Context: an optimization exercise on an open-source flow, tuned for small area, a short achievable clock period and few clock cycles per item. The choices shown serve that exercise and are no tape-out recipe.
Where RTL was checked, it was by simulation tests only, not by an equivalence proof against the original.
No functional check of the RTL was part of runs 1 to 5.
Power is estimated from default activity; no workload was simulated.

$ cat flow/design.v
module thermal_q_enc (
    input  wire [31:0] temp,
    output wire [8:0]  word,
    output wire        nan
);
    wire        sign = temp[31];
    wire [7:0]  e    = temp[30:23];
    wire [22:0] f    = temp[22:0];
    assign nan = (&e) && (|f);
    wire e_gt = e[7] & (|e[6:3] | (e[2] & (e[1] | e[0])));
    wire e_eq = e[7] & ~|e[6:3] & e[2] & ~e[1] & ~e[0];
    wire f_gt = f[22] | (f[21] & |f[20:0]);
    wire above = e_gt | (e_eq & f_gt);
    wire tiny = ~e[7] & ~(&e[6:3] & (e[2] | e[1]));
    wire [23:0] m = {1'b1, f};
    wire [16:2] c;                            
    assign c[2] = 1'b0;
    genvar i;
    generate
        for (i = 2; i < 16; i = i + 1) begin : lo
            assign c[i+1] = (m[i] & m[i-2]) | (c[i] & (m[i] | m[i-2]));
        end
    endgenerate
    wire [10:0] ha = {3'b000, m[23:16]};
    wire [10:0] hb = {1'b0, m[23:14]};
    wire [11:0] hc;
    wire [10:0] s5;
    assign hc[0] = c[16];
    generate
        for (i = 0; i < 11; i = i + 1) begin : hi
            assign s5[i]   = ha[i] ^ hb[i] ^ hc[i];
            assign hc[i+1] = (ha[i] & hb[i]) | (hc[i] & (ha[i] | hb[i]));
        end
    endgenerate
    wire [3:0]  k  = 4'd4 - e[3:0];
    wire [10:0] t1 = k[0] ? {1'b0, s5[10:1]}  : s5;
    wire [10:0] t2 = k[1] ? {2'b0, t1[10:2]}  : t1;
    wire [10:0] t4 = k[2] ? {4'b0, t2[10:4]}  : t2;
    wire [9:0]  t  = k[3] ? {7'b0, t4[10:8]}  : t4[9:0];
    wire [9:0]  ic;
    wire [8:0]  r;
    assign ic[0] = t[0];
    generate
        for (i = 0; i < 9; i = i + 1) begin : inc
            assign r[i]    = t[i+1] ^ ic[i];
            assign ic[i+1] = t[i+1] & ic[i];
        end
    endgenerate
    wire zero = nan | sign | tiny;
    assign word = zero ? 9'd0 : above ? 9'd400 : r;
endmodule
module thermal_q_dec (
    input  wire [15:0] word,
    output wire [30:0] temp         
);
    wire        z8 = ~|word[15:8];
    wire [15:0] x8 = z8 ? {word[7:0], 8'd0} : word;
    wire        z4 = ~|x8[15:12];
    wire [15:0] x4 = z4 ? {x8[11:0], 4'd0} : x8;
    wire        z2 = ~|x4[15:14];
    wire [15:0] x2 = z2 ? {x4[13:0], 2'd0} : x4;
    wire        z1 = ~x2[15];
    wire [15:0] x  = z1 ? {x2[14:0], 1'd0} : x2;
    wire [3:0]  p  = ~{z8, z4, z2, z1};
    wire        nz = x[15];
    wire [2:0]  rc [0:16];
    wire [15:0] qq;
    assign rc[16] = 3'b000;
    genvar j;
    generate
        for (j = 15; j >= 0; j = j - 1) begin : div
            wire [2:0] a = rc[j+1];
            wire       b = x[j];
            assign qq[j]    = a[1] & (a[0] | b);
            assign rc[j][2] = a[0] & ~(~a[2] & a[1] & b) & ~(a[2] & ~b);
            assign rc[j][1] = (~a[2] & a[0]) | (a[2] & ~a[0] & ~b) | (a[0] & b);
            assign rc[j][0] = (~a[2] & b) | (a[1] & ~b);
        end
    endgenerate
    wire [13:0] q = qq[13:0];
    reg  [9:0]  f10;
    reg  [10:0] f11;
    always @* begin
        case (rc[0])
            3'b001:  begin f10 = 10'd205; f11 = 11'd410;  end
            3'b110:  begin f10 = 10'd410; f11 = 11'd819;  end
            3'b111:  begin f10 = 10'd614; f11 = 11'd1229; end
            3'b011:  begin f10 = 10'd819; f11 = 11'd1638; end
            default: begin f10 = 10'd0;   f11 = 11'd0;    end
        endcase
    end
    reg  [7:0]  expo;
    always @* begin
        case ({p, q[13]})
            5'd0:  expo = 8'd123;  5'd1:  expo = 8'd124;
            5'd2:  expo = 8'd124;  5'd3:  expo = 8'd125;
            5'd4:  expo = 8'd125;  5'd5:  expo = 8'd126;
            5'd6:  expo = 8'd126;  5'd7:  expo = 8'd127;
            5'd8:  expo = 8'd127;  5'd9:  expo = 8'd128;
            5'd10: expo = 8'd128;  5'd11: expo = 8'd129;
            5'd12: expo = 8'd129;  5'd13: expo = 8'd130;
            5'd14: expo = 8'd130;  5'd15: expo = 8'd131;
            5'd16: expo = 8'd131;  5'd17: expo = 8'd132;
            5'd18: expo = 8'd132;  5'd19: expo = 8'd133;
            5'd20: expo = 8'd133;  5'd21: expo = 8'd134;
            5'd22: expo = 8'd134;  5'd23: expo = 8'd135;
            5'd24: expo = 8'd135;  5'd25: expo = 8'd136;
            5'd26: expo = 8'd136;  5'd27: expo = 8'd137;
            5'd28: expo = 8'd137;  5'd29: expo = 8'd138;
            5'd30: expo = 8'd138;  default: expo = 8'd139;
        endcase
    end
    wire [22:0] mant = q[13] ? {q[12:0], f10} : {q[11:0], f11};
    assign temp = {expo & {8{nz}}, mant};
endmodule
module thermal_quant (
    input  wire        clk,
    input  wire        rst,           
    input  wire        in_valid,
    output wire        in_ready,
    input  wire        in_op,         
    input  wire [31:0] in_data,       
    output wire        out_valid,
    input  wire        out_ready,
    output wire [31:0] out_data,      
    output wire        out_nan        
);
    reg        skd_valid, cmd_valid, rsp_valid;
    reg [32:0] skd, cmd;              
    reg [30:0] rsp_data;
    reg        rsp_nan;
    wire [8:0]  enc_word;
    wire        enc_nan;
    wire [30:0] dec_temp;
    thermal_q_enc u_enc (
        .temp (cmd[31:0]),
        .word (enc_word),
        .nan  (enc_nan)
    );
    thermal_q_dec u_dec (
        .word (cmd[15:0]),
        .temp (dec_temp)
    );
    assign in_ready = !skd_valid;
    wire   accept   = in_valid && !skd_valid;
    wire   ld_rsp   = !rsp_valid || out_ready;
    wire   ld_cmd   = !cmd_valid || ld_rsp;
    always @(posedge clk) begin
        if (rst) begin
            skd_valid <= 1'b0;
            cmd_valid <= 1'b0;
            rsp_valid <= 1'b0;
        end else begin
            if (ld_rsp)
                rsp_valid <= cmd_valid;
            if (ld_cmd)
                cmd_valid <= skd_valid || accept;
            skd_valid <= ld_cmd ? 1'b0 : (skd_valid || accept);
        end
    end
    always @(posedge clk) begin
        if (!skd_valid)
            skd <= {in_op, in_data};
        if (ld_cmd)
            cmd <= skd_valid ? skd : {in_op, in_data};
        if (ld_rsp) begin
            rsp_data <= cmd[32] ? dec_temp : {22'd0, enc_word};
            rsp_nan  <= !cmd[32] && enc_nan;
        end
    end
    assign out_valid = rsp_valid;
    assign out_data  = {1'b0, rsp_data};
    assign out_nan   = rsp_nan;
endmodule
$ cat flow/config.mk
export PLATFORM = sky130hd
export DESIGN_NAME = thermal_quant
export DESIGN_NICKNAME = thermal_quant
export VERILOG_FILES = /design/flow/design.v
export SDC_FILE = /design/flow/constraint.sdc
export NUM_CORES = 4
export LEC_CHECK = 0
export ABC_AREA = 1
export CAP_MARGIN = 20
export CORE_MARGIN = 2
export CORE_UTILIZATION = 40
export SLEW_MARGIN = 20
$ cat flow/flow/run.sh
#!/bin/bash
# Layout flow: the standard synthesis, the same synthesis with an area-oriented
# ABC script (used when its registers match the standard synthesis's exactly),
# then the standard layout with plain buf_1 buffers on the ports.
set -euo pipefail
W=$PWD
R=results/sky130hd/thermal_quant/base

# 1. The standard synthesis: the reference for the registers.
bash standard.sh "WORK_HOME=$W/orfs_ref" synth > synth_ref.log 2>&1

# 2. The same synthesis with flow/area.abc as ABC's script.
NET=$W/orfs_ref/$R/1_2_yosys.v
if MY_ABC_SCRIPT=$W/flow/area.abc bash standard.sh "WORK_HOME=$W/orfs_area" \
     "SYNTH_SCRIPT=$W/flow/synth.tcl" synth > synth_area.log 2>&1; then
  regs() { grep -oE '^ *sky130_fd_sc_hd__[a-z0-9_]*df[a-z0-9_]* [^ ]+' "$1" | sed 's/^ *//; s/_[0-9]* / /' | sort; }
  regs "$NET" > regs_ref.txt
  regs "$W/orfs_area/$R/1_2_yosys.v" > regs_area.txt
  if cmp -s regs_ref.txt regs_area.txt && [ -s regs_ref.txt ]; then
    NET=$W/orfs_area/$R/1_2_yosys.v
  fi
fi
echo "netlist: $NET" > netlist_used.txt

# 3. The standard layout of that netlist.
bash standard.sh "SYNTH_NETLIST_FILES=$NET" \
  "BUFFER_PORTS_ARGS=-buffer_cell sky130_fd_sc_hd__buf_1" finish > layout.log 2>&1
$ cat flow/flow/area.abc
strash
&get -n
&deepsyn -T 60
&put
strash
&get -n
&dch -f
&nf -p -R 1000
&put
$ cat flow/standard.sh
#!/bin/bash
# synth_recipe.tcl (not shown) runs the flow's synth.tcl, then flattens the netlist and writes it again
# the make line also repeats each setting of config.mk as NAME=value (left out here)
make -C /OpenROAD-flow-scripts/flow DESIGN_CONFIG=/design/flow/config.mk WORK_HOME=/design/flow/orfs CLKGATE_MAP_FILE= SYNTH_SCRIPT=/design/flow/synth_recipe.tcl "${@:-finish}"
$ cat flow/constraint.sdc
create_clock -name core_clock -period 45.0 [get_ports {clk}]
set_input_delay 9.0000 -clock core_clock [delete_from_list [all_inputs] [get_ports {clk}]]
set_output_delay 9.0000 -clock core_clock [all_outputs]
set_load 0.01 [all_outputs]
$ cat flow/flow/synth.tcl
# The standard synthesis script (synth_recipe.tcl), with ABC's mapping script
# replaced by flow/area.abc (an area-oriented mapping).
proc synth {args} { yosys synth -nofsm -noshare {*}$args }
proc abc {args} {
  set i [lsearch -exact $args -script]
  if {$i >= 0} { lset args [expr {$i + 1}] $::env(MY_ABC_SCRIPT) }
  yosys abc {*}$args
}
source $::env(SCRIPTS_DIR)/synth.tcl
# left out here: clear keep_hierarchy, flatten, clean up, hide names made inside functions, write 1_2_yosys.v
==> impl_metrics.ini, run 1 <==
[timing]
period_share = 0.227
rsz0062_at_grt = no
relSlewSlack = 0.531
fmax_ghz = 0.0980
tightest_slew_ns = 0.703
skew_ns = 0.00619
setup_viol = 0
hold_viol = 0
min_period_ns = 10.21
slew_violations = 0
finalSetupTns_ns = 0

[placement]
place_hpwl_um = 7960
portBuffers = 70
placed_cells = 770
globalplace.congestion = 0.889

[min_path]
min-delay-path-class = flop to flop

[clock_tree]
cts_tree = yes
cts_root_buf = clkbuf_16
clkSinkCount = 99
cts_made_buffers = 9
ctsHoldBuffers = 0
clkLatencyLatePin_ns = 0.35
clockBufferDepth = 2
path_clk_slew_ns = 0.07
ctsResizeCount = 0
h-tree-depth = 3
postCtsSetupBuffers = 0

[floorplanning]
die-width_um = 119
die_area_um2 = 14200
start_util = 0.406
core_um2 = 13100
rows = 42
io_pins = 72
die_h_um = 119

[layout]
antenna_cells = 0
finalNonFillerCells = 786
fin_nets = 666
final_layout_size_suffix_gt1_frac = 0.0344
area_delta_synth_final_pct = 14.9
utilization = 0.466

[routing]
drc_errors = 0
ant_nets = 0
via_count = 4088
routed_wire_length_per_instance_um = 13.5
viasPerCell = 5.20
first_iter_violations = 233
drt_first_pass_iters = 5
wl_um = 10600

[power]
power.leakage_nw = 2.37
power.total_mw = 0.300
ir_drop_uv = 26.3
power_density_nw_per_um2 = 49.2

[global_route]
antenna_found_initial = 0
gr-total-overflow = 0
grt_pass1_wl_um = 18100
grt_usage = 0.160
first_global_vias = 3864
grt_max_degree = 35

[worst_setup_path]
path_common_cell = a21oi_1
crit_fanout = 20
crit_required_ns = 45.10
critPathBufInv = 4
crit_type = flop to flop
crit_arrival_ns = 10.30
critPathLaunchType = flop
crit_path_max_incr_delay_ns = 0.63
end_kind = flop
crit_family = simple AND/OR/NAND/NOR gates
slowest_stage = or4_1

[synth]
synth_cells = 523
synth_nets = 584
yosys_warnings = 0
netlist_area_um2 = 5310
syn_area_per_cell_um2 = 10.2

[job]
drv_cap = 0

[status]
status = complete, no violations
-- metal layers --
metal / track usage / up-vias / part of all wire
li1: - / 2099 / -
met1: 0.220 / 1873 / 0.49
met2: 0.246 / 104 / 0.43
met3: 0.0359 / 12 / 0.061
met4: 0.0618 / 0 / 0.017
met5: 0 / - / 0
-- metrics by stage --
stage                     hold slack [ns]  worst slack (ns)  area, um2
after floorplan                     0.435             34.63       5310
after global placement              0.447             34.26       5800
after detailed placement            0.451             34.20       5800
after CTS                           0.468             34.55       6100
after global routing                0.485             33.49       6100
final                               0.462             34.79       6100
-- path summary, 6_finish.rpt --
check | startpoint | end | slack [ns] | depth (start not counted)
setup reg to reg | cmd[9] | rsp_data[1] | 34.79 | 47
hold / removal | skd[26] | skd[26] | 0.46 | 1
setup / recovery | cmd[9] | rsp_data[1] | 34.79 | 47
hold reg to reg | skd[26] | skd[26] | 0.46 | 1
-- flip-flops by register name, summed over array words and instances, names as in the netlist --
| name | flops |
|---|---|
| skd_valid | 1 |
| rsp_nan | 1 |
| skd | 33 |
| cmd | 33 |
| rsp_data | 29 |
| cmd_valid | 1 |
| rsp_valid | 1 |
-- layout make-up --
class / count / area (um2)
Fill cell: 1251 / 6980
Timing Repair Buffer: 74 / 293
Inverter: 25 / 93.8
Multi-Input combinational cell: 396 / 2580
Tap cell: 176 / 220
Sequential cell: 99 / 2610
Clock inverter: 6 / 70.1
Clock buffer: 10 / 229
-- where the power goes --
part	internal, mW	switching, mW
clock	0.0438	0.0336
combinational	0.0399	0.0652
sequential	0.113	0.00495
-- cells in the final DEF, fill, tap and decap left out, types with 3 or more instances in the layout --
cell and n:
buf_4 4, a31oi_1 6, o22ai_1 18, nand2_1 56, mux2i_1 13, a21boi_0 5
o21ai_0 29, clkbuf_16 9, a21oi_1 52, mux2_1 34, nor3_1 6, fa_1 7
nor2_1 61, or4_1 3, a21o_1 9, nand2b_1 10, edfxtp_1 63, dfxtp_1 36
ha_1 17, o21a_1 5, nand3_1 12, nand4_1 4, a22oi_1 5, a22o_1 4
nor2b_1 8, clkinv_1 24, or2_0 7, buf_1 70, xor2_1 4
==> run 2, diff against run 1 <==
--- a/flow/design.v
+++ b/flow/design.v
@@ -1,3 +1,4 @@
 module thermal_q_enc (
+    input  wire        en,          
     input  wire [31:0] temp,
     output wire [8:0]  word,
@@ -7,5 +8,5 @@
     wire [7:0]  e    = temp[30:23];
     wire [22:0] f    = temp[22:0];
-    assign nan = (&e) && (|f);
+    assign nan = en & (&e) & (|f);
     wire e_gt = e[7] & (|e[6:3] | (e[2] & (e[1] | e[0])));
     wire e_eq = e[7] & ~|e[6:3] & e[2] & ~e[1] & ~e[0];
@@ -47,5 +48,5 @@
         end
     endgenerate
-    wire zero = nan | sign | tiny;
+    wire zero = ~en | (&e & |f) | sign | tiny;
     assign word = zero ? 9'd0 : above ? 9'd400 : r;
 endmodule
@@ -126,7 +127,7 @@
     output wire        out_nan        
 );
-    reg        skd_valid, cmd_valid, rsp_valid;
+    reg        skd_free, cmd_valid, rsp_valid;    
     reg [32:0] skd, cmd;              
-    reg [30:0] rsp_data;
+    reg [28:0] rsp_data;              
     reg        rsp_nan;
     wire [8:0]  enc_word;
@@ -134,4 +135,5 @@
     wire [30:0] dec_temp;
     thermal_q_enc u_enc (
+        .en   (!cmd[32]),
         .temp (cmd[31:0]),
         .word (enc_word),
@@ -139,14 +141,15 @@
     );
     thermal_q_dec u_dec (
-        .word (cmd[15:0]),
+        .word (cmd[15:0] & {16{cmd[32]}}),
         .temp (dec_temp)
     );
-    assign in_ready = !skd_valid;
-    wire   accept   = in_valid && !skd_valid;
+    wire   skd_valid = !skd_free;
+    assign in_ready = skd_free;
+    wire   accept   = in_valid && skd_free;
     wire   ld_rsp   = !rsp_valid || out_ready;
     wire   ld_cmd   = !cmd_valid || ld_rsp;
     always @(posedge clk) begin
         if (rst) begin
-            skd_valid <= 1'b0;
+            skd_free  <= 1'b1;
             cmd_valid <= 1'b0;
             rsp_valid <= 1'b0;
@@ -156,19 +159,19 @@
             if (ld_cmd)
                 cmd_valid <= skd_valid || accept;
-            skd_valid <= ld_cmd ? 1'b0 : (skd_valid || accept);
+            skd_free  <= ld_cmd || (skd_free && !accept);
         end
     end
     always @(posedge clk) begin
-        if (!skd_valid)
+        if (skd_free)
             skd <= {in_op, in_data};
         if (ld_cmd)
             cmd <= skd_valid ? skd : {in_op, in_data};
         if (ld_rsp) begin
-            rsp_data <= cmd[32] ? dec_temp : {22'd0, enc_word};
-            rsp_nan  <= !cmd[32] && enc_nan;
+            rsp_data <= {dec_temp[30:29], dec_temp[26:0] | {18'd0, enc_word}};
+            rsp_nan  <= enc_nan;
         end
     end
     assign out_valid = rsp_valid;
-    assign out_data  = {1'b0, rsp_data};
+    assign out_data  = {1'b0, rsp_data[28:27], {2{rsp_data[27]}}, rsp_data[26:0]};
     assign out_nan   = rsp_nan;
 endmodule
--- a/flow/flow/run.sh
+++ b/flow/flow/run.sh
@@ -25,3 +25,4 @@
 # 3. The standard layout of that netlist.
 bash standard.sh "SYNTH_NETLIST_FILES=$NET" \
-  "BUFFER_PORTS_ARGS=-buffer_cell sky130_fd_sc_hd__buf_1" finish > layout.log 2>&1
+  "BUFFER_PORTS_ARGS=-buffer_cell sky130_fd_sc_hd__buf_1" \
+  "SETUP_SLACK_MARGIN=${MARGIN:-34.9}" finish > layout.log 2>&1
==> flow/flow/area.abc (replaced) <==
strash
&get -n
&deepsyn -I 4 -J 50
&put
strash
&get -n
&dch -f
&nf -p -R 1000
&put
--- a/flow/config.mk
+++ b/flow/config.mk
@@ -10,3 +10,4 @@
 export CORE_MARGIN = 2
 export CORE_UTILIZATION = 40
+export CTS_BUF_LIST = sky130_fd_sc_hd__clkbuf_8
 export SLEW_MARGIN = 20
==> impl_metrics.ini, run 2 <==
[timing]
rsz0062_at_grt = no
tightest_slew_ns = 0.694
setup_viol = 0
period_share = 0.222
skew_ns = 0.0172
hold_viol = 0
relSlewSlack = 0.536
fmax_ghz = 0.100
min_period_ns = 9.97
slew_violations = 0
finalSetupTns_ns = 0

[layout]
area_delta_synth_final_pct = 15.2
antenna_cells = 0
finalInstanceArea_um2 = 6210
final_layout_size_suffix_gt1_frac = 0.0556
fin_nets = 667
regArea_um2 = 2610
multiInputGateArea_um2 = 2730
mostFrequentLayoutCell = buf_1
largest_registers = cmd x33, skd x33, rsp_data x29
final_cell_mix = 69 x buf_1, 63 x edfxtp_1, 54 x a21oi_1
n_fill_cell = 1248

[clock_tree]
clkSinkCount = 99
ctsHoldBuffers = 0
clockBufferDepth = 2
cts_made_buffers = 9
path_clk_slew_ns = 0.11
cts_root_buf = clkbuf_8
h-tree-depth = 3
clkLatencyLatePin_ns = 0.38
cts_tree = yes

[worst_setup_path]
critPathLaunchType = flop
end_kind = primary output
crit_fanout = 3
crit_path_max_incr_delay_ns = 0.37
crit_required_ns = 36.00
startpoint = skd_free
crit_family = flip-flops
crit_arrival_ns = 0.97
rrSetupSlack_ns = 35.97
worstReg2RegStart = cmd[8]
reg2reg_depth = 50
crit_chain = buf_12, clkbuf_2
critPathBufInv = 2
crit_type = flop to primary output
rr_endpoint = rsp_data[1]
slowest_stage = dfxtp_2

[routing]
top_layer = met4
routed_wire_length_per_instance_um = 13.1
wl_met3_um = 452
drc_errors = 0
ant_nets = 0
wl_met1_um = 5170
first_iter_violations = 206
drt_first_pass_iters = 5
wl_met2_um = 4480
wl_um = 10300
viasPerCell = 5.14
via_count = 4046

[floorplanning]
rows = 42
die_h_um = 120
io_pins = 72
core_um2 = 13200
die_area_um2 = 14400
die-width_um = 120
start_util = 0.408

[min_path]
min-delay-path-class = flop to flop
holdPathEnd = skd[26]
min_from = skd[26]
holdPathStages = 1

[global_route]
antenna_found_initial = 0
grt_usage = 0.149
grt_pass1_wl_um = 17300
first_global_vias = 3669
gr-total-overflow = 0
grt_max_degree = 36

[job]
drv_cap = 0

[status]
status = complete, no violations

[placement]
placedInstanceArea_um2 = 5870
globalplace.congestion = 0.872
place_hpwl_um = 7540
portBuffers = 70

[power]
power.leakage_nw = 2.41
power_density_nw_per_um2 = 69.4
ir_drop_uv = 39.1
power.total_mw = 0.431

[synth]
syn_area_per_cell_um2 = 10.3
synth_cells = 523
yosys_warnings = 0
netlist_area_um2 = 5390
synth_nets = 584
## run 2: cell count changes in the layout (fill, tap and decap cells not counted), moves of 5 or more
cell,before,now
nor2_1,61,45
nand2_1,56,41
o22ai_1,18,7
clkbuf_16,9,0
clkbuf_8,0,9
o21ai_0,29,36
nor2b_1,8,14
and3_1,0,5
or3_1,0,5
## run 2: layout make-up
type | count | area share
Multi-Input combinational cell | 399 | 0.440
Sequential cell | 99 | 0.421
Timing Repair Buffer | 75 | 0.0546
Tap cell | 176 | 0.0355
Clock buffer | 9 | 0.0200
Clock inverter | 7 | 0.0149
Inverter | 22 | 0.0135
## run 2: how the worst max path moves through the flow
stage | end | slack (ns) | cells after the start
2_1_floorplan | skd_free | 34.80 | 3
3_3_place_gp | skd_free | 34.53 | 4
3_5_place_dp | skd_free | 34.47 | 4
4_1_cts | in_ready | 34.90 | 2
5_1_grt | rsp_data[26] | 34.95 | 3
6_report | in_ready | 35.03 | 2
## run 2: where the power goes
group	internal [mW]	switching [mW]	leakage, nW
sequential	0.134	0.00558	0.978
clock	0.0273	0.0346	0.109
combinational	0.0991	0.130	1.33
total	0.261	0.170	2.41
## run 2: per-stage QoR
step | utilization | std cells | worst slack (ns) | hold WS [ns]
finish | 0.470 | 787 | 35.03 | 0.463
global route | 0.470 | 787 | 34.95 | 0.486
CTS | 0.466 | 786 | 34.90 | 0.469
detailed placement | 0.445 | 769 | 34.47 | 0.445
global placement | 0.445 | 769 | 34.53 | 0.437
floorplan | - | 523 | 34.80 | 0.429
## run 2: what timing repair did
| action | CTS | global route |
|---|---|---|
| endpoints found under the setup margin | 2 | 13 |
| cloned | 1 | 0 |
| setup buffers | 0 | 1 |
| gates resized for setup | 5 | 18 |
## run 2: layer usage
| metal | GRT usage | vias up |
|---|---|---|
| li1 | - | 2103 |
| met1 | 0.213 | 1852 |
| met2 | 0.224 | 77 |
| met3 | 0.0304 | 14 |
| met4 | 0.0537 | 0 |
| met5 | 0 | - |
==> run 3, diff against run 2 <==
==> flow/design.v (replaced) <==
module thermal_q_enc (
    input  wire [31:0] temp,
    output wire [8:0]  word,
    output wire        nan
);
    wire        sign = temp[31];
    wire [7:0]  e    = temp[30:23];
    wire [22:0] f    = temp[22:0];
    assign nan = (&e) && (|f);
    wire e_gt = e[7] & (|e[6:3] | (e[2] & (e[1] | e[0])));
    wire e_eq = e[7] & ~|e[6:3] & e[2] & ~e[1] & ~e[0];
    wire f_gt = f[22] | (f[21] & |f[20:0]);
    wire above = e_gt | (e_eq & f_gt);
    wire tiny = ~e[7] & ~(&e[6:3] & (e[2] | e[1]));
    wire [23:0] m = {1'b1, f};
    wire [16:2] c;                            
    assign c[2] = 1'b0;
    genvar i;
    generate
        for (i = 2; i < 16; i = i + 1) begin : lo
            assign c[i+1] = (m[i] & m[i-2]) | (c[i] & (m[i] | m[i-2]));
        end
    endgenerate
    wire [10:0] ha = {3'b000, m[23:16]};
    wire [10:0] hb = {1'b0, m[23:14]};
    wire [11:0] hc;
    wire [10:0] s5;
    assign hc[0] = c[16];
    generate
        for (i = 0; i < 11; i = i + 1) begin : hi
            assign s5[i]   = ha[i] ^ hb[i] ^ hc[i];
            assign hc[i+1] = (ha[i] & hb[i]) | (hc[i] & (ha[i] | hb[i]));
        end
    endgenerate
    wire [3:0]  k  = 4'd4 - e[3:0];
    wire [10:0] t1 = k[0] ? {1'b0, s5[10:1]}  : s5;
    wire [10:0] t2 = k[1] ? {2'b0, t1[10:2]}  : t1;
    wire [10:0] t4 = k[2] ? {4'b0, t2[10:4]}  : t2;
    wire [9:0]  t  = k[3] ? {7'b0, t4[10:8]}  : t4[9:0];
    wire [9:0]  ic;
    wire [8:0]  r;
    assign ic[0] = t[0];
    generate
        for (i = 0; i < 9; i = i + 1) begin : inc
            assign r[i]    = t[i+1] ^ ic[i];
            assign ic[i+1] = t[i+1] & ic[i];
        end
    endgenerate
    wire zero = nan | sign | tiny;
    assign word = zero ? 9'd0 : above ? 9'd400 : r;
endmodule
module thermal_q_dec (
    input  wire [15:0] word,
    output wire [30:0] temp         
);
    wire        one = (word[15:1] == 15'd0) & word[0];
    wire        nz  = |word;
    wire [15:0] w   = {word[15:2], word[1] | one, word[0] & ~one};
    wire [2:0]  rc [0:16];
    wire [15:0] qq;
    assign rc[16] = 3'b000;
    genvar j;
    generate
        for (j = 15; j >= 0; j = j - 1) begin : div
            wire [2:0] a = rc[j+1];
            wire       b = w[j];
            assign qq[j]    = a[1] & (a[0] | b);
            assign rc[j][2] = a[0] & ~(~a[2] & a[1] & b) & ~(a[2] & ~b);
            assign rc[j][1] = (~a[2] & a[0]) | (a[2] & ~a[0] & ~b) | (a[0] & b);
            assign rc[j][0] = (~a[2] & b) | (a[1] & ~b);
        end
    endgenerate
    wire [13:0] q = qq[13:0];       
    wire [2:0]  r = rc[0];
    reg  [3:0]  pb;                 
    always @* begin
        case (r)
            3'b001:  pb = 4'b0011;
            3'b110:  pb = 4'b0110;
            3'b111:  pb = 4'b1001;
            3'b011:  pb = 4'b1100;
            default: pb = 4'b0000;
        endcase
    end
    wire        z8 = ~|q[13:6];
    wire [13:0] qa = z8 ? {q[5:0], pb, pb} : q;
    wire        z4 = ~|qa[13:10];
    wire [13:0] qb = z4 ? {qa[9:0], pb} : qa;
    wire        z2 = ~|qb[13:12];
    wire [13:0] qc = z2 ? {qb[11:0], pb[3:2]} : qb;
    wire        z1 = ~qc[13];
    wire [13:0] qn = z1 ? {qc[12:0], z2 ? pb[1] : pb[3]} : qc;
    reg  [9:0]  f;
    always @* begin
        case ({r, z2, z1})
            {3'b001, 2'd0}, {3'b110, 2'd3}, {3'b111, 2'd1}, {3'b011, 2'd2}: f = 10'd205;
            {3'b001, 2'd1}, {3'b110, 2'd0}, {3'b111, 2'd2}, {3'b011, 2'd3}: f = 10'd410;
            {3'b001, 2'd3}, {3'b110, 2'd2}, {3'b111, 2'd0}, {3'b011, 2'd1}: f = 10'd614;
            {3'b001, 2'd2}, {3'b110, 2'd1}, {3'b111, 2'd3}, {3'b011, 2'd0}: f = 10'd819;
            default: f = 10'd0;
        endcase
    end
    wire [3:0]  s    = {z8, z4, z2, z1};
    reg  [7:0]  expo;
    always @* begin
        case (s)
            4'd0: expo = 8'd139;
            4'd1: expo = 8'd138;
            4'd2: expo = 8'd137;
            4'd3: expo = 8'd136;
            4'd4: expo = 8'd135;
            4'd5: expo = 8'd134;
            4'd6: expo = 8'd133;
            4'd7: expo = 8'd132;
            4'd8: expo = 8'd131;
            4'd9: expo = 8'd130;
            4'd10: expo = 8'd129;
            4'd11: expo = 8'd128;
            4'd12: expo = 8'd127;
            4'd13: expo = 8'd126;
            4'd14: expo = 8'd125;
            4'd15: expo = 8'd124;
        endcase
        if (one) expo = 8'd123;
    end
    assign temp = {expo & {8{nz}}, qn[12:0], f};
endmodule
module thermal_quant (
    input  wire        clk,
    input  wire        rst,           
    input  wire        in_valid,
    output wire        in_ready,
    input  wire        in_op,         
    input  wire [31:0] in_data,       
    output wire        out_valid,
    input  wire        out_ready,
    output wire [31:0] out_data,      
    output wire        out_nan        
);
    reg        skd_valid, cmd_valid, rsp_valid;
    reg [32:0] skd, cmd;              
    reg [30:0] rsp_data;
    reg        rsp_nan;
    wire [8:0]  enc_word;
    wire        enc_nan;
    wire [30:0] dec_temp;
    thermal_q_enc u_enc (
        .temp (cmd[31:0]),
        .word (enc_word),
        .nan  (enc_nan)
    );
    thermal_q_dec u_dec (
        .word (cmd[15:0]),
        .temp (dec_temp)
    );
    assign in_ready = !skd_valid;
    wire   accept   = in_valid && !skd_valid;
    wire   ld_rsp   = !rsp_valid || out_ready;
    wire   ld_cmd   = !cmd_valid || ld_rsp;
    always @(posedge clk) begin
        if (rst) begin
            skd_valid <= 1'b0;
            cmd_valid <= 1'b0;
            rsp_valid <= 1'b0;
        end else begin
            if (ld_rsp)
                rsp_valid <= cmd_valid;
            if (ld_cmd)
                cmd_valid <= skd_valid || accept;
            skd_valid <= ld_cmd ? 1'b0 : (skd_valid || accept);
        end
    end
    always @(posedge clk) begin
        if (!skd_valid)
            skd <= {in_op, in_data};
        if (ld_cmd)
            cmd <= skd_valid ? skd : {in_op, in_data};
        if (ld_rsp) begin
            rsp_data <= cmd[32] ? dec_temp : {22'd0, enc_word};
            rsp_nan  <= !cmd[32] && enc_nan;
        end
    end
    assign out_valid = rsp_valid;
    assign out_data  = {1'b0, rsp_data};
    assign out_nan   = rsp_nan;
endmodule
--- a/flow/flow/run.sh
+++ b/flow/flow/run.sh
@@ -25,4 +25,3 @@
 # 3. The standard layout of that netlist.
 bash standard.sh "SYNTH_NETLIST_FILES=$NET" \
-  "BUFFER_PORTS_ARGS=-buffer_cell sky130_fd_sc_hd__buf_1" \
-  "SETUP_SLACK_MARGIN=${MARGIN:-34.9}" finish > layout.log 2>&1
+  "BUFFER_PORTS_ARGS=-buffer_cell sky130_fd_sc_hd__buf_1" finish > layout.log 2>&1
==> flow/flow/area.abc (replaced) <==
strash
&get -n
&deepsyn -T 60
&put
strash
&get -n
&dch -f
&nf -p -R 1000
&put
==> impl_metrics.ini, run 3 <==
[power]
p_seq_frac = 0.434
pwr-share-comb = 0.353
power.leakage_nw = 2.34
power_density_nw_per_um2 = 44.0
p_int_mw = 0.173
clkPwrFrac = 0.213
swShare = 0.357
switchingPower_mw = 0.0963
ir_drop_uv = 16.4
power.total_mw = 0.270

[clock_tree]
cts_root_buf = clkbuf_8
ctsHoldBuffers = 0
clockBufferDepth = 2
h-tree-depth = 3
path_clk_slew_ns = 0.09
cts_tree = yes
ctsResizeCount = 0
postCtsSetupBuffers = 0
cts_made_buffers = 9
clkLatencyLatePin_ns = 0.39
clkSinkCount = 99

[floorplanning]
die_h_um = 121
io_pins = 72
rows = 42
core_um2 = 13200
die-width_um = 121
die_area_um2 = 14500
start_util = 0.411

[routing]
routed_wire_length_per_instance_um = 12.9
first_iter_violations = 213
wl_met1_um = 4970
via_count = 4111
top_layer = met4
drc_errors = 0
viasPerCell = 5.15
wl_um = 10300
ant_nets = 0
drt_first_pass_iters = 4
wl_met3_um = 528
wl_met2_um = 4570

[global_route]
first_global_vias = 3876
grt_usage = 0.154
grt_pass1_wl_um = 17800
grt_max_degree = 35
antenna_found_initial = 0
gr-total-overflow = 0

[layout]
finalInstanceArea_um2 = 6130
antenna_cells = 0
fin_nets = 686
regArea_um2 = 2610
largest_registers = cmd x33, skd x33, rsp_data x29
mostFrequentLayoutCell = buf_1
final_cell_mix = 70 x buf_1, 63 x edfxtp_1, 62 x nand2_1
final_layout_size_suffix_gt1_frac = 0.0321
multiInputGateArea_um2 = 2700
area_delta_synth_final_pct = 12.8
n_fill_cell = 1311

[job]
drv_cap = 0

[synth]
synth_nets = 604
syn_area_per_cell_um2 = 10.1
netlist_area_um2 = 5440
synth_cells = 536
yosys_warnings = 0

[placement]
placedInstanceArea_um2 = 5930
place_hpwl_um = 8100
globalplace.congestion = 0.874
portBuffers = 70
preCtsSetupSlack_ns = 34.24

[timing]
setup_viol = 0
tightest_slew_ns = 0.945
fmax_ghz = 0.0969
skew_ns = 0.00963
slew_violations = 0
min_period_ns = 10.32
finalSetupTns_ns = 0
relSlewSlack = 0.366
period_share = 0.229
worst_slack_ns = 34.68
hold_viol = 0
rsz0062_at_grt = no

[min_path]
holdPathEnd = skd[2]
min-delay-path-class = flop to flop
holdPathStages = 1
min_from = skd[2]

[worst_setup_path]
critPathLaunchType = primary input
rr_endpoint = rsp_data[4]
crit_arrival_ns = 10.16
crit_type = primary input to flop
crit_fanout = 30
rrSetupSlack_ns = 36.10
end_kind = flop
crit_required_ns = 44.84
reg2reg_depth = 44
worstReg2RegStart = cmd[13]

[status]
status = complete, no violations
-- run 3: changes by cell type in the layout (fill, tap and decap cells not counted), sizes merged, moves of 6 or more --
cell / change
nand2: +20
ha: +7
a21o: -6
nor2: +12
a21oi: -29
o22ai: +15
o21ai: +11
nand3: -9
-- run 3: stage by stage --
stage               std cells  utilization  hold slack [ns]
global route              799        0.463            0.494
CTS                       799        0.463            0.476
floorplan                 536            -            0.435
global placement          783        0.448            0.446
detailed placement        783        0.448            0.452
finish                    799        0.463            0.468
-- run 3: per-layer routing --
layer	GRT usage	vias up
met5	0	-
li1	-	2131
met1	0.207	1871
met4	0.0719	0
met3	0.0368	17
met2	0.236	92
-- run 3: worst max-delay path by stage --
stage	from	to	depth (start not counted)
5_1_grt	out_ready	rsp_data[23]	3
3_5_place_dp	out_ready	rsp_data[21]	3
4_1_cts	out_ready	rsp_data[18]	3
6_report	out_ready	rsp_data[18]	3
3_3_place_gp	out_ready	rsp_data[21]	3
2_1_floorplan	skd_valid	in_ready	1
-- run 3: layout make-up --
type / instances / share of cell area
clock buffers: 9 / 0.0202
clock inverters: 7 / 0.0122
inverters: 28 / 0.0171
multi-input cells: 406 / 0.441
flip-flops and latches: 99 / 0.426
repair buffers: 74 / 0.0477
well taps: 176 / 0.0359
-- run 3: worst max-delay path, cell delays in order --
cell	delay, ns
buf_1	0.07
nor2b_1	0.26
clkinv_1	0.82
-- run 3: power groups by stage --
stage	sequential (mW)	clock (mW)	combinational, mW
after detailed placement	0.119	0	0.0947
after global placement	0.119	0	0.0932
final	0.117	0.0575	0.0952
after floorplan	0.124	0	0.0654
after global routing	0.119	0.0631	0.109
after CTS	0.117	0.0596	0.0956
==> run 4, diff against run 3 <==
--- a/flow/config.mk
+++ b/flow/config.mk
@@ -10,4 +10,4 @@
 export CORE_MARGIN = 2
 export CORE_UTILIZATION = 40
-export CTS_BUF_LIST = sky130_fd_sc_hd__clkbuf_8
+export CTS_CLUSTER_SIZE = 40
 export SLEW_MARGIN = 20
==> impl_metrics.ini, run 4 <==
[status]
status = complete, no violations

[synth]
netlist_area_um2 = 5440
syn_area_per_cell_um2 = 10.1
yosys_warnings = 0
synth_cells = 536
synth_nets = 604

[worst_setup_path]
rr_endpoint = rsp_data[8]
critPathLaunchType = primary input
slowest_stage = clkinv_1
crit_required_ns = 44.81
end_kind = flop
worstReg2RegStart = cmd[13]
crit_type = primary input to flop
rrSetupSlack_ns = 36.11
reg2reg_depth = 42
crit_family = buffers and inverters
crit_fanout = 30
critPathBufInv = 2
crit_arrival_ns = 10.16
crit_chain = buf_1, nor2b_1, clkinv_1
crit_path_max_incr_delay_ns = 0.81

[floorplanning]
die-width_um = 121
io_pins = 72
rows = 42
core_um2 = 13200
die_h_um = 121
die_area_um2 = 14500
start_util = 0.411

[power]
clkPwrFrac = 0.260
p_seq_frac = 0.408
swShare = 0.341
ir_drop_uv = 16.0
power_density_nw_per_um2 = 46.1
pwr-share-comb = 0.331
power.leakage_nw = 2.38
power.total_mw = 0.287
p_int_mw = 0.189
switchingPower_mw = 0.0979

[routing]
routed_wire_length_per_instance_um = 13.0
first_iter_violations = 204
via_count = 4091
drc_errors = 0
viasPerCell = 5.12
wl_um = 10300
drt_first_pass_iters = 4
ant_nets = 0

[global_route]
grt_usage = 0.155
grt_pass1_wl_um = 17800
first_global_vias = 3904
antenna_found_initial = 0
grt_max_degree = 35
gr-total-overflow = 0

[placement]
globalplace.congestion = 0.874
place_hpwl_um = 8100
preCtsSetupSlack_ns = 34.24
placedInstanceArea_um2 = 5930
portBuffers = 70
placed_cells = 783

[clock_tree]
cts_made_buffers = 9
clkSinkCount = 99
h-tree-depth = 3
cts_root_buf = clkbuf_16
ctsHoldBuffers = 0
clockBufferDepth = 2
clkLatencyLatePin_ns = 0.35
path_clk_slew_ns = 0.06
postCtsSetupBuffers = 0
cts_tree = yes
ctsResizeCount = 0

[timing]
finalSetupTns_ns = 0
fmax_ghz = 0.0966
period_share = 0.230
worst_slack_ns = 34.64
slew_violations = 0
whs_ns = 0.462
skew_ns = 0.00855
hold_viol = 0
relSlewSlack = 0.371
setup_viol = 0
rsz0062_at_grt = no
min_period_ns = 10.36
tightest_slew_ns = 0.938

[layout]
final_cell_mix = 70 x buf_1, 63 x edfxtp_1, 62 x nand2_1
fin_nets = 686
final_layout_size_suffix_gt1_frac = 0.0321
finalInstanceArea_um2 = 6230
antenna_cells = 0
mostFrequentLayoutCell = buf_1
utilization = 0.470
largest_registers = cmd x33, skd x33, rsp_data x29
finalNonFillerCells = 799
area_delta_synth_final_pct = 14.6

[min_path]
min-delay-path-class = flop to flop
holdPathEnd = skd[2]
holdPathStages = 1
min_from = skd[2]

[job]
drv_cap = 0
-- run 4: power by group through the flow --
| stage | clock [mW] | sequential (mW) | combinational (mW) |
|---|---|---|---|
| floorplan | 0 | 0.124 | 0.0654 |
| global placement | 0 | 0.119 | 0.0932 |
| detailed placement | 0 | 0.119 | 0.0947 |
| CTS | 0.0775 | 0.117 | 0.0955 |
| global route | 0.0805 | 0.119 | 0.109 |
| finish | 0.0746 | 0.117 | 0.0951 |
-- run 4: how the worst max path moves through the flow --
stage	start	end	slack [ns]	depth (start not counted)
final	out_ready	rsp_data[18]	34.64	3
after global routing	out_ready	rsp_data[18]	34.37	3
after CTS	out_ready	rsp_data[18]	34.61	3
after detailed placement	out_ready	rsp_data[21]	34.24	3
after global placement	out_ready	rsp_data[21]	34.26	3
after floorplan	skd_valid	in_ready	34.63	1
-- run 4: area by class of cell --
| type | count | area (um2) |
|---|---|---|
| fill | 1299 | 7010 |
| multi-input combinational | 406 | 2700 |
| sequential | 99 | 2610 |
| timing repair buffer | 74 | 293 |
| clock buffer | 11 | 254 |
| tap | 176 | 220 |
| inverter | 28 | 105 |
| clock inverter | 5 | 41.3 |
-- run 4: routing by layer --
metal  vias up  track usage  part of all wire
met4         0       0.0828             0.018
met5         -            0                 0
met1      1860        0.204              0.48
met3        12       0.0368             0.051
met2        87        0.236              0.45
li1       2132            -                 -
==> run 5, diff against run 4 <==
--- a/flow/flow/run.sh
+++ b/flow/flow/run.sh
@@ -25,3 +25,4 @@
 # 3. The standard layout of that netlist.
 bash standard.sh "SYNTH_NETLIST_FILES=$NET" \
-  "BUFFER_PORTS_ARGS=-buffer_cell sky130_fd_sc_hd__buf_1" finish > layout.log 2>&1
+  "BUFFER_PORTS_ARGS=-buffer_cell sky130_fd_sc_hd__buf_1" \
+  "SETUP_SLACK_MARGIN=${MARGIN:-34.9}" finish > layout.log 2>&1
--- a/flow/config.mk
+++ b/flow/config.mk
@@ -10,4 +10,4 @@
 export CORE_MARGIN = 2
 export CORE_UTILIZATION = 40
-export CTS_CLUSTER_SIZE = 40
+export CTS_BUF_LIST = sky130_fd_sc_hd__clkbuf_8
 export SLEW_MARGIN = 20
==> impl_metrics.ini, run 5 <==
[clock_tree]
h-tree-depth = 3
clkLatencyLatePin_ns = 0.37
path_clk_slew_ns = 0.09
cts_tree = yes
clockBufferDepth = 2
ctsHoldBuffers = 0
cts_made_buffers = 9
clkSinkCount = 99
cts_root_buf = clkbuf_8

[status]
status = complete, no violations

[worst_setup_path]
startpoint = rsp_data[29]
crit_arrival_ns = 0.91
critPathLaunchType = flop
end_kind = primary output
crit_type = flop to primary output
crit_required_ns = 36.00
crit_fanout = 3
worstReg2RegStart = cmd[13]
crit_family = flip-flops
crit_path_max_incr_delay_ns = 0.40
slowest_stage = edfxtp_1
critPathBufInv = 1
crit_chain = buf_1

[layout]
mostFrequentLayoutCell = buf_1
largest_registers = cmd x33, skd x33, rsp_data x29
fin_nets = 688
finalNonFillerCells = 801
antenna_cells = 0
final_cell_mix = 70 x buf_1, 63 x edfxtp_1, 62 x nand2_1
final_layout_size_suffix_gt1_frac = 0.0368
area_delta_synth_final_pct = 13.0

[timing]
hold_viol = 0
skew_ns = 0.0103
whs_ns = 0.469
min_period_ns = 9.91
fmax_ghz = 0.101
finalSetupTns_ns = 0
tightest_slew_ns = 0.692
relSlewSlack = 0.535
rsz0062_at_grt = no
setup_viol = 0
slew_violations = 0
period_share = 0.220

[floorplanning]
core_um2 = 13200
io_pins = 72
die_area_um2 = 14500
die_h_um = 121
rows = 42
start_util = 0.411
die-width_um = 121

[global_route]
gr-total-overflow = 0
grt_pass1_wl_um = 18100
grt_usage = 0.155
first_global_vias = 3933
grt_max_degree = 36
antenna_found_initial = 0

[min_path]
min_from = skd[4]
min-delay-path-class = flop to flop

[routing]
wl_met3_um = 578
drc_errors = 0
routed_wire_length_per_instance_um = 13.4
first_iter_violations = 197
via_count = 4085
drt_first_pass_iters = 4
ant_nets = 0
top_layer = met4
wl_met1_um = 5200
wl_met2_um = 4720
wl_um = 10700
viasPerCell = 5.10

[placement]
portBuffers = 70
globalplace.congestion = 0.884
placed_cells = 782
place_hpwl_um = 8050

[synth]
synth_cells = 536
synth_nets = 604
yosys_warnings = 0
netlist_area_um2 = 5440
syn_area_per_cell_um2 = 10.1

[power]
power.leakage_nw = 2.35
power_density_nw_per_um2 = 42.5
ir_drop_uv = 15.9

[job]
drv_cap = 0
## run 5: path summary, 6_finish.rpt
check                 end  slack [ns]  depth (start not counted)
min reg2reg        skd[4]        0.47                          1
max reg2reg   rsp_data[8]       36.29                         43
max          out_data[29]       35.09                          1
min                skd[4]        0.47                          1
## run 5: worst register-to-register path, delay by kind of cell (launching register included)
| family | cells | cell delay [ns] |
|---|---|---|
| simple gates | 21 | 3.23 |
| xor+xnor | 1 | 0.25 |
| flops | 1 | 0.47 |
| fa+ha+maj | 2 | 0.59 |
| compound gates | 17 | 3.50 |
| buf+inv | 2 | 0.40 |
## run 5: timing repair
item,CTS,global route
setup buffers,0,3
endpoints found under the setup margin,31,3
endpoints found under the hold margin,0,0
resized for setup,2,1
## run 5: metrics by stage
stage,power (mW),utilization,cell area (um2),worst slack [ns]
2_1_floorplan,0.189,-,5440,34.72
5_1_grt,0.282,0.464,6140,34.97
4_1_cts,0.263,0.460,6090,34.66
6_report,0.261,0.464,6140,35.09
3_5_place_dp,0.214,0.448,5930,34.24
3_3_place_gp,0.212,0.448,5930,34.26
## run 5: final cells by class
cell class,count,area (um2)
sequential,99,2620
timing repair buffer,76,328
clock buffer,9,124
inverter,28,106
multi-input combinational,406,2710
fill,1288,7100
tap,176,220
clock inverter,7,37.5
## run 5: power by group
group,internal [mW],switching (mW)
logic,0.0360,0.0596
registers,0.112,0.00544
clock network,0.0194,0.0291
## run 5: layer usage
layer  vias up  GRT usage
met3        15     0.0354
met5         -          0
met1      1855      0.211
met4         0     0.0698
li1       2121          -
met2        94      0.237
==> run 6, diff against run 5 <==
--- a/flow/design.v
+++ b/flow/design.v
@@ -1,3 +1,4 @@
 module thermal_q_enc (
+    input  wire        en,          
     input  wire [31:0] temp,
     output wire [8:0]  word,
@@ -7,5 +8,5 @@
     wire [7:0]  e    = temp[30:23];
     wire [22:0] f    = temp[22:0];
-    assign nan = (&e) && (|f);
+    assign nan = en & (&e) & (|f);
     wire e_gt = e[7] & (|e[6:3] | (e[2] & (e[1] | e[0])));
     wire e_eq = e[7] & ~|e[6:3] & e[2] & ~e[1] & ~e[0];
@@ -47,5 +48,5 @@
         end
     endgenerate
-    wire zero = nan | sign | tiny;
+    wire zero = ~en | (&e & |f) | sign | tiny;
     assign word = zero ? 9'd0 : above ? 9'd400 : r;
 endmodule
@@ -138,5 +139,5 @@
     output wire        out_nan        
 );
-    reg        skd_valid, cmd_valid, rsp_valid;
+    reg        skd_free, cmd_valid, rsp_valid;    
     reg [32:0] skd, cmd;              
     reg [30:0] rsp_data;
@@ -146,4 +147,5 @@
     wire [30:0] dec_temp;
     thermal_q_enc u_enc (
+        .en   (!cmd[32]),
         .temp (cmd[31:0]),
         .word (enc_word),
@@ -151,14 +153,15 @@
     );
     thermal_q_dec u_dec (
-        .word (cmd[15:0]),
+        .word (cmd[15:0] & {16{cmd[32]}}),
         .temp (dec_temp)
     );
-    assign in_ready = !skd_valid;
-    wire   accept   = in_valid && !skd_valid;
+    wire   skd_valid = !skd_free;
+    assign in_ready = skd_free;
+    wire   accept   = in_valid && skd_free;
     wire   ld_rsp   = !rsp_valid || out_ready;
     wire   ld_cmd   = !cmd_valid || ld_rsp;
     always @(posedge clk) begin
         if (rst) begin
-            skd_valid <= 1'b0;
+            skd_free  <= 1'b1;
             cmd_valid <= 1'b0;
             rsp_valid <= 1'b0;
@@ -168,15 +171,15 @@
             if (ld_cmd)
                 cmd_valid <= skd_valid || accept;
-            skd_valid <= ld_cmd ? 1'b0 : (skd_valid || accept);
+            skd_free  <= ld_cmd || (skd_free && !accept);
         end
     end
     always @(posedge clk) begin
-        if (!skd_valid)
+        if (skd_free)
             skd <= {in_op, in_data};
         if (ld_cmd)
             cmd <= skd_valid ? skd : {in_op, in_data};
         if (ld_rsp) begin
-            rsp_data <= cmd[32] ? dec_temp : {22'd0, enc_word};
-            rsp_nan  <= !cmd[32] && enc_nan;
+            rsp_data <= dec_temp | {22'd0, enc_word};
+            rsp_nan  <= enc_nan;
         end
     end
--- a/flow/flow/run.sh
+++ b/flow/flow/run.sh
@@ -26,3 +26,3 @@
 bash standard.sh "SYNTH_NETLIST_FILES=$NET" \
   "BUFFER_PORTS_ARGS=-buffer_cell sky130_fd_sc_hd__buf_1" \
-  "SETUP_SLACK_MARGIN=${MARGIN:-34.9}" finish > layout.log 2>&1
+  "SETUP_SLACK_MARGIN=${MARGIN:-35.3}" finish > layout.log 2>&1
==> flow/flow/area.abc (replaced) <==
strash
&get -n
&deepsyn -I 4 -J 50
&put
strash
&get -n
&dch -f
&nf -p -R 1000
&put
==> impl_metrics.ini, run 6 <==
[worst_setup_path]
startpoint = rsp_data[29]
crit_fanout = 3
crit_required_ns = 36.00
rr_endpoint = rsp_data[5]
crit_path_max_incr_delay_ns = 0.41
critPathLaunchType = flop
crit_type = flop to primary output
end_kind = primary output
crit_family = flip-flops
critPathBufInv = 1
worstReg2RegStart = cmd[15]
rrSetupSlack_ns = 36.61
crit_arrival_ns = 0.94
reg2reg_depth = 43
slowest_stage = edfxtp_1
crit_chain = buf_1

[power]
ir_drop_uv = 16.0
p_int_mw = 0.181
clkPwrFrac = 0.200
p_seq_frac = 0.444
swShare = 0.345
power_density_nw_per_um2 = 43.9
pwr-share-comb = 0.356
power.leakage_nw = 2.45
switchingPower_mw = 0.0954

[clock_tree]
clkLatencyLatePin_ns = 0.39
clockBufferDepth = 2
cts_made_buffers = 9
cts_root_buf = clkbuf_8
path_clk_slew_ns = 0.10
h-tree-depth = 3
clkSinkCount = 99
cts_tree = yes
ctsHoldBuffers = 0

[timing]
worst_slack_ns = 35.06
min_period_ns = 9.94
setup_viol = 0
fmax_ghz = 0.101
period_share = 0.221
relSlewSlack = 0.622
slew_violations = 0
hold_viol = 0
rsz0062_at_grt = yes
finalSetupTns_ns = 0
tightest_slew_ns = 0.567
skew_ns = 0.0123

[status]
status = complete, no violations

[floorplanning]
start_util = 0.410
die_area_um2 = 14600
die_h_um = 121
rows = 42
die-width_um = 121
io_pins = 72
core_um2 = 13300

[synth]
netlist_area_um2 = 5460
synth_nets = 595
synth_cells = 530
yosys_warnings = 0
syn_area_per_cell_um2 = 10.3

[layout]
largest_registers = cmd x33, skd x33, rsp_data x29
final_cell_mix = 63 x edfxtp_1, 59 x nor2_1, 47 x o21ai_0
n_fill_cell = 1255
area_delta_synth_final_pct = 15.2
antenna_cells = 0
fin_nets = 684
mostFrequentLayoutCell = edfxtp_1
final_layout_size_suffix_gt1_frac = 0.0946

[routing]
routed_wire_length_per_instance_um = 13.2
via_count = 4100
viasPerCell = 5.13
drc_errors = 0
first_iter_violations = 208
wl_met1_um = 5110
wl_met3_um = 425
wl_met2_um = 4800
ant_nets = 0
drt_first_pass_iters = 4
wl_um = 10600
top_layer = met4

[global_route]
gr-total-overflow = 0
grt_max_degree = 36
first_global_vias = 3847
grt_pass1_wl_um = 18100
antenna_found_initial = 0
grt_usage = 0.158

[job]
drv_cap = 0

[min_path]
min-delay-path-class = flop to flop
holdPathStages = 1
holdPathEnd = skd[19]
min_from = skd[19]

[placement]
place_hpwl_um = 7870
portBuffers = 70
preCtsSetupSlack_ns = 34.92
globalplace.congestion = 0.878
[run 6: cell types whose count changed in the layout (fill, tap and decap cells not counted), sizes merged, moves of 4 or more]
cell | before | now
clkbuf | 9 | 33
buf | 76 | 59
nand2 | 62 | 45
mux2i | 11 | 20
and2 | 2 | 10
o22ai | 22 | 16
a21oi | 27 | 31
[run 6: power groups by stage]
stage	registers [mW]	logic [mW]	clock network [mW]
floorplan	0.131	0.0629	0
global placement	0.125	0.0935	0
detailed placement	0.125	0.0938	0
CTS	0.123	0.0948	0.0576
global route	0.125	0.113	0.0610
finish	0.123	0.0984	0.0552
[run 6: timing repair]
item,in CTS,in global routing
gates resized for setup,3,30
setup buffers,2,7
endpoints found under the setup margin,34,50
[run 6: worst max-delay path by stage]
stage,to,cells past startpoint,slack [ns]
after global routing,out_data[28],1,35.01
final,out_data[27],1,35.06
after CTS,out_data[27],1,35.02
after global placement,skd_free,4,34.96
after detailed placement,skd_free,4,34.92
after floorplan,skd_free,3,35.13
[run 6: per-layer routing]
| metal | up-vias | global-route usage |
|---|---|---|
| met3 | 12 | 0.0321 |
| met1 | 1885 | 0.211 |
| met5 | - | 0 |
| met2 | 72 | 0.243 |
| met4 | 0 | 0.0792 |
| li1 | 2131 | - |
[run 6: area by class of cell]
class | count | area [um2] | area share
multi-input cells | 398 | 2740 | 0.435
clock buffers | 11 | 151 | 0.0241
inverters | 30 | 121 | 0.0193
clock inverters | 5 | 45.0 | 0.00716
flip-flops and latches | 99 | 2620 | 0.416
repair buffers | 81 | 395 | 0.0629
well taps | 176 | 220 | 0.0350
[run 6: stage by stage]
step	area, um2	hold slack (ns)	utilization	power, mW	cells
6_report	6290	0.464	0.473	0.276	800
5_1_grt	6290	0.488	0.473	0.299	800
4_1_cts	6190	0.470	0.466	0.276	793
3_5_place_dp	5960	0.440	0.449	0.219	775
3_3_place_gp	5960	0.440	0.449	0.219	775
2_1_floorplan	5490	0.429	-	0.194	530
Testbench counts of run 6, summed over its fixed seeds: cycles 12,304, items 12,288.
==> run 7, diff against run 6 <==
--- a/flow/flow/run.sh
+++ b/flow/flow/run.sh
@@ -26,3 +26,3 @@
 bash standard.sh "SYNTH_NETLIST_FILES=$NET" \
   "BUFFER_PORTS_ARGS=-buffer_cell sky130_fd_sc_hd__buf_1" \
-  "SETUP_SLACK_MARGIN=${MARGIN:-35.3}" finish > layout.log 2>&1
+  "SETUP_SLACK_MARGIN=${MARGIN:-35.1}" finish > layout.log 2>&1
==> impl_metrics.ini, run 7 <==
[status]
status = complete, no violations

[worst_setup_path]
critPathLaunchType = flop
slowest_stage = edfxtp_1
crit_required_ns = 36.00
end_kind = primary output
critPathBufInv = 1
crit_path_max_incr_delay_ns = 0.41
crit_family = flip-flops
crit_fanout = 3
crit_chain = clkbuf_2
crit_type = flop to primary output
crit_arrival_ns = 0.93

[routing]
wl_met2_um = 4780
wl_um = 10600
drt_first_pass_iters = 4
wl_met1_um = 5240
ant_nets = 0
top_layer = met4
wl_met3_um = 446
drc_errors = 0
routed_wire_length_per_instance_um = 13.4
via_count = 4075
first_iter_violations = 182
viasPerCell = 5.13

[timing]
min_period_ns = 9.93
worst_slack_ns = 35.07
fmax_ghz = 0.101
whs_ns = 0.464
period_share = 0.221
setup_viol = 0
finalSetupTns_ns = 0
hold_viol = 0
rsz0062_at_grt = yes
slew_violations = 0
skew_ns = 0.0125
relSlewSlack = 0.618
tightest_slew_ns = 0.572

[synth]
netlist_area_um2 = 5460
syn_area_per_cell_um2 = 10.3
synth_nets = 595
synth_cells = 530
yosys_warnings = 0

[layout]
largest_registers = cmd x33, skd x33, rsp_data x29
fin_nets = 678
antenna_cells = 0
mostFrequentLayoutCell = edfxtp_1
finalNonFillerCells = 794
final_cell_mix = 63 x edfxtp_1, 59 x nor2_1, 46 x o21ai_0
finalInstanceArea_um2 = 6200
area_delta_synth_final_pct = 13.7
final_layout_size_suffix_gt1_frac = 0.0825
utilization = 0.467
n_fill_cell = 1290

[placement]
placedInstanceArea_um2 = 5950
portBuffers = 70
placed_cells = 775
preCtsSetupSlack_ns = 34.77
globalplace.congestion = 0.878
place_hpwl_um = 8000

[clock_tree]
clkLatencyLatePin_ns = 0.38
cts_made_buffers = 9
h-tree-depth = 3
cts_tree = yes
cts_root_buf = clkbuf_8
clkSinkCount = 99
path_clk_slew_ns = 0.09
clockBufferDepth = 2

[power]
power.total_mw = 0.272
ir_drop_uv = 20.5
power_density_nw_per_um2 = 43.9
power.leakage_nw = 2.43

[floorplanning]
die_area_um2 = 14600
io_pins = 72
die_h_um = 121
core_um2 = 13300
rows = 42
start_util = 0.410
die-width_um = 121

[global_route]
grt_max_degree = 36
grt_pass1_wl_um = 18400
grt_usage = 0.158
antenna_found_initial = 0
first_global_vias = 3882
gr-total-overflow = 0

[min_path]
min-delay-path-class = flop to flop

[job]
drv_cap = 0
## run 7: cell count changes in the layout (fill, tap and decap cells not counted), sizes merged
| cell | previous run | this run |
|---|---|---|
| buf | 59 | 51 |
| inv | 2 | 4 |
| clkinvlp | 2 | 1 |
| clkbuf | 33 | 34 |
## run 7: path summary, 6_finish.rpt
path             endpoint          from  cells after the start  slack, ns
max          out_data[29]  rsp_data[29]                      1      35.07
min               skd[28]       skd[28]                      1       0.46
max reg2reg   rsp_data[5]       cmd[15]                     43      36.29
min reg2reg       skd[28]       skd[28]                      1       0.46
## run 7: worst register-to-register path: cells and delay by family, from the launching register on
family                     cells  cell delay, ns
AOI/OAI and AO/OA             17            3.31
and+or+nand+nor               19            3.30
buffers and inverters          5            0.82
DFF                            1            0.48
adders and majority gates      1            0.39
xor gates and xnor gates       1            0.15
## run 7: cell type report
class | count | area, um2 | area share
well taps | 176 | 220 | 0.0355
clock buffers | 10 | 138 | 0.0222
clock inverters | 6 | 40.0 | 0.00645
repair buffers | 75 | 345 | 0.0557
flip-flops and latches | 99 | 2620 | 0.422
inverters | 30 | 121 | 0.0196
multi-input cells | 398 | 2720 | 0.439
## run 7: power by group
part	internal, mW	switching, mW
Combinational	0.0391	0.0586
Sequential	0.117	0.00605
Clock	0.0216	0.0298
Total	0.178	0.0944
## run 7: timing repair
action	CTS	global route
buffers inserted	2	1
pin swaps	0	0
hold endpoints to repair	0	0
gates resized for setup	1	33
setup endpoints to repair	14	47
hold buffers	0	0
## run 7: layer usage
layer / vias up / GRT usage
met2: 78 / 0.242
met4: 0 / 0.0632
met3: 11 / 0.0382
met1: 1866 / 0.215
li1: 2120 / -
met5: - / 0
==> run 8, diff against run 7 <==
--- a/flow/flow/run.sh
+++ b/flow/flow/run.sh
@@ -26,3 +26,3 @@
 bash standard.sh "SYNTH_NETLIST_FILES=$NET" \
   "BUFFER_PORTS_ARGS=-buffer_cell sky130_fd_sc_hd__buf_1" \
-  "SETUP_SLACK_MARGIN=${MARGIN:-35.1}" finish > layout.log 2>&1
+  "SETUP_SLACK_MARGIN=${MARGIN:-34.9}" finish > layout.log 2>&1
--- a/flow/config.mk
+++ b/flow/config.mk
@@ -11,3 +11,5 @@
 export CORE_UTILIZATION = 40
 export CTS_BUF_LIST = sky130_fd_sc_hd__clkbuf_8
+export CTS_CLUSTER_DIAMETER = 150
+export CTS_CLUSTER_SIZE = 30
 export SLEW_MARGIN = 20
==> impl_metrics.ini, run 8 <==
[clock_tree]
clkLatencyLatePin_ns = 0.39
h-tree-depth = 3
ctsHoldBuffers = 0
cts_root_buf = clkbuf_8
clkSinkCount = 99
path_clk_slew_ns = 0.09
cts_tree = yes
clockBufferDepth = 2
cts_made_buffers = 9

[worst_setup_path]
critPathLaunchType = primary input
worstReg2RegStart = cmd[15]
rr_endpoint = rsp_data[5]
crit_path_max_incr_delay_ns = 0.50
crit_chain = buf_1, nor2b_1, clkinv_2
reg2reg_depth = 44
crit_required_ns = 44.97
crit_type = primary input to flop
crit_arrival_ns = 9.92
crit_fanout = 30
slowest_stage = clkinv_2
rrSetupSlack_ns = 36.25
endpoint = rsp_data[22]
end_kind = flop
startpoint = out_ready

[timing]
hold_viol = 0
whs_ns = 0.464
finalSetupTns_ns = 0
period_share = 0.221
relSlewSlack = 0.623
worst_slack_ns = 35.05
setup_viol = 0
min_period_ns = 9.95
fmax_ghz = 0.101
rsz0062_at_grt = no
tightest_slew_ns = 0.565
skew_ns = 0.0105
slew_violations = 0

[synth]
syn_area_per_cell_um2 = 10.3
netlist_area_um2 = 5460
synth_nets = 595
synth_cells = 530
yosys_warnings = 0

[global_route]
gr-total-overflow = 0
grt_pass1_wl_um = 18000
grt_usage = 0.156
grt_max_degree = 36
antenna_found_initial = 0
first_global_vias = 3826

[floorplanning]
start_util = 0.410
core_um2 = 13300
die-width_um = 121
die_h_um = 121
io_pins = 72
rows = 42
die_area_um2 = 14600

[job]
drv_cap = 0

[layout]
finalInstanceArea_um2 = 6140
largest_registers = cmd x33, skd x33, rsp_data x29
final_cell_mix = 70 x buf_1, 63 x edfxtp_1, 60 x nor2_1
antenna_cells = 0
area_delta_synth_final_pct = 12.5
final_layout_size_suffix_gt1_frac = 0.0356
fin_nets = 678
finalNonFillerCells = 794
mostFrequentLayoutCell = buf_1

[placement]
preCtsSetupSlack_ns = 34.48
portBuffers = 70
place_hpwl_um = 7910
globalplace.congestion = 0.882
placedInstanceArea_um2 = 5940
placed_cells = 776

[status]
status = complete, no violations

[min_path]
min-delay-path-class = flop to flop

[routing]
via_count = 4096
first_iter_violations = 214
viasPerCell = 5.16
wl_um = 10400
drt_first_pass_iters = 4
drc_errors = 0
ant_nets = 0
routed_wire_length_per_instance_um = 13.1

[power]
power.leakage_nw = 2.35
ir_drop_uv = 12.5
power_density_nw_per_um2 = 43.7
-- run 8: through the flow --
step                power (mW)  utilization
floorplan                0.194            -
global placement         0.218        0.447
detailed placement       0.220        0.447
CTS                      0.271        0.460
global route             0.289        0.462
finish                   0.268        0.462
-- run 8: worst min-delay path by stage --
stage | start | endpoint | slack [ns] | cells past startpoint
2_1_floorplan | skd[0] | skd[0] | 0.43 | 1
3_3_place_gp | skd[23] | skd[23] | 0.44 | 1
3_5_place_dp | skd[30] | skd[30] | 0.45 | 1
4_1_cts | skd[30] | skd[30] | 0.47 | 1
5_1_grt | skd[26] | skd[26] | 0.49 | 1
6_report | skd[2] | skd[2] | 0.46 | 1
-- run 8: timing repair --
item	in CTS	in global routing
setup endpoints to repair	0	9
setup buffers	0	2
gates resized for setup	0	4
-- run 8: critical path, delay by kind of cell --
kind,cells,cell delay [ns]
buffers and inverters,2,0.57
AND/OR/NAND/NOR,1,0.32
-- run 8: report_power, final --
part	internal (mW)	leakage (nW)	switching, mW
Combinational	0.0370	1.27	0.0583
Clock	0.0200	0.0965	0.0300
Sequential	0.117	0.977	0.00595
-- run 8: cell type report --
type / instances / area [um2]
Clock buffer: 9 / 124
Sequential cell: 99 / 2610
Fill cell: 1305 / 7160
Multi-Input combinational cell: 398 / 2720
Timing Repair Buffer: 75 / 300
Tap cell: 176 / 220
Inverter: 30 / 118
Clock inverter: 7 / 45.0
-- run 8: layer usage --
layer / vias to the layer above / GRT usage / routed length [um]
met1: 1878 / 0.219 / 5150
met3: 15 / 0.0292 / 437
met2: 91 / 0.232 / 4570
met4: 0 / 0.0749 / 227
met5: - / 0 / 0
li1: 2112 / - / -

[port drivers added, routing unchanged]
Ports are ideal in the flow. The routed layouts listed here were re-timed in OpenROAD. Step 1 (the two cells are an assumption about what drives the block):
set clk [get_ports {clk}]
set_driving_cell -lib_cell sky130_fd_sc_hd__clkbuf_16 $clk
set_driving_cell -lib_cell sky130_fd_sc_hd__buf_2 [delete_from_list [all_inputs] $clk]
Step 2 moves the port delays by t, midway between the first and last clock arrival at a register: inputs arrive t later, outputs are due t later. That takes back most of the time a late clock gives input paths. Slacks: no drivers / after step 1 / after step 2; pairs: no drivers / after step 1.
run	t (ns)	setup slack, ns	worst register clock-pin slew, ns	worst slew at a driven data input, ns
run 1	0.384	34.795 / 34.795 / 34.795	0.07 / 0.07	0.03
run 2	0.401	35.026 / 34.994 / 34.663	0.11 / 0.11	0.04
run 3	0.414	34.680 / 34.689 / 34.275	0.10 / 0.10	0.03
run 4	0.383	34.644 / 34.660 / 34.277	0.07 / 0.07	0.03
run 5	0.401	35.090 / 35.058 / 34.769	0.09 / 0.09	0.03
run 6	0.422	35.055 / 35.021 / 34.957	0.10 / 0.10	0.03
run 7	0.410	35.067 / 35.032 / 34.795	0.09 / 0.09	0.03
run 8	0.412	35.051 / 35.037 / 34.652	0.09 / 0.09	0.03
After both steps every run listed still meets setup and hold. The setup slack of run 3, which loses most, moves by +0.009 ns with the drivers and by -0.405 ns with both steps.
